What follows belongs to an exercise in optimizing a design on an open flow for small area; a production flow would make more cautious choices. In this exercise RTL edits were held to simulation tests only and were not proved equivalent to the original. Power is estimated from default activity; no workload was simulated.

==> flow/design.v (excerpt) <==
module stm_core (
    input  wire        clk,
    input  wire        rst,
    input  wire        cmd_valid,
    output wire        cmd_ready,
    input  wire [31:0] cmd_hdr,
    input  wire [31:0] cmd_w1,
    input  wire [31:0] cmd_w2,
    output reg         rsp_valid,
    output wire [31:0] rsp_r0,
    output reg  [31:0] rsp_r1,
    input  wire [3:0]  rx_valid,
    input  wire [31:0] rx_data,
    input  wire [3:0]  txrdy,
    output reg         tx_valid,
    output reg  [1:0]  tx_chan,
    output reg  [7:0]  tx_data,
    input  wire [3:0]  tick,
    output reg         cb_valid,
    output reg  [1:0]  cb_timer,
    output reg  [31:0] cb_token
);
clock: 10.0 ns
lec_check: 0
cap_margin: 20
core_margin: 2
core_utilization: 35
slew_margin: 20
run.sh (not shown) runs the stock make flow with config.mk's settings and CLKGATE_MAP_FILE= SYNTH_SCRIPT=/design/flow/synth_recipe.tcl, a recipe that flattens the netlist after the stock synthesis.
The starting point produced a clean layout.
==> next run, changes <==
--- a/flow/design.v
+++ b/flow/design.v
@@ -80,40 +80,43 @@
     wire tm_init = do_tm && (c_op == 4'h0 || c_op == 4'h1);
     wire tm_open = do_tm && (c_op == 4'h2);
     wire tm_wr   = do_tm && (c_op == 4'h3);
     wire tm_cls  = do_tm && (c_op == 4'h4);
     wire tm_rd   = do_tm && (c_op == 4'h5);
     wire       bound_c = sc_bound[c_ch];
     wire       txe_c   = sc_txe[c_ch];
     wire [1:0] life_c  = tm_life[c_ch];
     wire       run_c   = tm_run[c_ch];
     wire       unconf_c = (life_c == 2'd0);
+    wire       opened_c = life_c[1] || tm_uie[c_ch];
     wire       cb_zero = (cmd_w2 == 32'h0);
     wire       base_bad = (c_imm[7:1] != 7'h0);
     wire        base_c = tm_base[c_ch];
     wire [19:0] p10    = {cmd_w1[15:0], 3'b000} + {2'b00, cmd_w1[15:0], 1'b0};
     wire        big_us = |cmd_w1[31:16];
     wire        big_ms = (|cmd_w1[31:13]) || (cmd_w1[12:0] > 13'd6553);
     wire [15:0] reload = base_c ? (big_ms ? 16'hFFFF : p10[15:0])
                                 : (big_us ? 16'hFFFF : cmd_w1[15:0]);
     wire putc_send = sc_putc && bound_c && txe_c;
     wire putc_wait = sc_putc && bound_c && !txe_c;
     wire wait_go   = wait_tx && !any_sc && !any_tm && sc_txe[tx_chan];
-    reg  [7:0] rd_byte;
+    reg  [7:0] rd_ch [0:3];
     integer k, c;
     always @* begin
-        rd_byte = 8'h00;
-        for (c = 0; c < 4; c = c + 1)
+        for (c = 0; c < 4; c = c + 1) begin
+            rd_ch[c] = 8'h00;
             for (k = 0; k < D; k = k + 1)
-                if (c_ch == c && sc_cnt[c] == k + 1)
-                    rd_byte = rd_byte | sr[c][k*8 +: 8];
-    end
+                if (sc_cnt[c] == k + 1)
+                    rd_ch[c] = rd_ch[c] | sr[c][k*8 +: 8];
+        end
+    end
+    wire [7:0] rd_byte = rd_ch[c_ch];
     wire [3:0] sc_txe_clr = (putc_send ? ch_hot : 4'h0) |
                             (wait_go ? (4'b1 << tx_chan) : 4'h0);
     generate
         for (g = 0; g < 4; g = g + 1) begin : g_sc
             wire h     = sc_hot[g];                           
             wire mine  = (c_ch == g);
             wire clr   = sc_clr && mine;
             wire get   = sc_getc && mine && (sc_cnt[g] != 7'd0);
             wire rxne_s = sc_rxne[g] && !h;                   
             wire arr   = rx_valid[g] && !rxne_s;
@@ -155,44 +158,41 @@
             wire rst_cnt = openok || wr;
             wire        run_s = openok || (tm_run[g] && !cls);
             wire [15:0] arr_s = setp ? reload : tm_arr[g];
             wire [15:0] cnt_s = rst_cnt ? 16'h0 : tm_cnt[g];
             wire        uif_s = tm_uif[g] && !tm_do[g] && !rst_cnt;
             wire [15:0] inc   = cnt_s + 16'd1;
             wire        hit   = (inc == arr_s);
             wire        tk    = tick[g] && run_s && (arr_s != 16'h0);
             always @(posedge clk) begin
                 if (setp)
+                    tm_period[g] <= cmd_w1;
+                if (setp)
                     tm_arr[g] <= reload;
                 if (openok)
                     tm_cb[g] <= cmd_w2;
                 if (init)
                     tm_base[g] <= c_imm[0];
                 tm_cnt[g] <= tk ? (hit ? 16'h0 : inc) : cnt_s;
             end
             always @(posedge clk) begin
                 if (rst) begin
                     tm_life[g]   <= 2'd0;
                     tm_uie[g]    <= 1'b0;
                     tm_uif[g]    <= 1'b0;
-                    tm_period[g] <= 32'h0;
                 end else begin
                     if (init)
                         tm_life[g] <= 2'd1;
                     else if (openok)
                         tm_life[g] <= 2'd2;
                     else if (cls)
                         tm_life[g] <= 2'd3;
-                    if (init)
-                        tm_period[g] <= 32'h0;
-                    else if (setp)
-                        tm_period[g] <= cmd_w1;
                     if (setp)
                         tm_uie[g] <= 1'b1;
                     else if (cls)
                         tm_uie[g] <= 1'b0;
                     tm_uif[g] <= uif_s || (tk && hit);
                 end
             end
         end
     endgenerate
     reg [2:0] code;
@@ -210,21 +210,21 @@
                 4'h3, 4'h4: code = run_c ? 3'd0 : 3'd6;
                 default:    code = 3'd0;
             endcase
         end
     end
     always @(posedge clk) begin
         r_ill    <= !c_legal;
         r_code   <= c_legal ? code : 3'd7;
         r_byte   <= sc_getc ? rd_byte : 8'h00;
         r_open   <= tm_rd && run_c;
-        rsp_r1   <= tm_rd ? tm_period[c_ch] : 32'h0;
+        rsp_r1   <= (tm_rd && opened_c) ? tm_period[c_ch] : 32'h0;
         cb_timer <= tm_sel;
         cb_token <= tm_cb[tm_sel];
         if (sc_putc && bound_c) begin
             tx_chan <= c_ch;
             tx_data <= c_imm[7:0];
         end
         if (wait_go) begin
             r_ill  <= 1'b0;
             r_code <= 3'd0;
             r_byte <= 8'h00;
After rerunning:
- utilization is lower by 0.53 points
- global-route usage is lower by 14 points
- routed wire length is lower by 36%
- design area is lower by 1.2%
- die area stays flat
- via count is lower by 13%
- total power is lower by 4.1%
- synthesized area stays flat
- setup slack loses 370 ps

afterwards: timing with drivers on the ports:
The results above use ideal ports. As a check the final layouts listed here were re-extracted and re-timed, cells and wires unchanged. Step 1, drivers: a clkbuf_16 drives clk and a buf_2 each remaining input, both assumed. Step 2, shift: input delay + t, output delay - t, t = (earliest + latest rising clock arrival at the registers) / 2. This alone moves slack from input paths to output paths. Three values: ideal ports, drivers, drivers and shift; two values: the first two.
| run | t, ns | slack for setup (ns) | worst setup path at the end | slew at the worst register clock pin (ns) | pins driven straight from the clock port |
|---|---|---|---|---|---|
| the first run | 1.065 | 2.671 / 2.655 / 1.590 | input to register | 0.07 / 0.07 | 1 |
| the second run | 1.030 | 2.300 / 2.380 / 1.350 | input to register | 0.07 / 0.07 | 1 |
After both steps setup and hold are still met in every run listed. The setup slack of the first run, which loses most, moves by -0.016 ns with the drivers and by -1.081 ns with both steps.
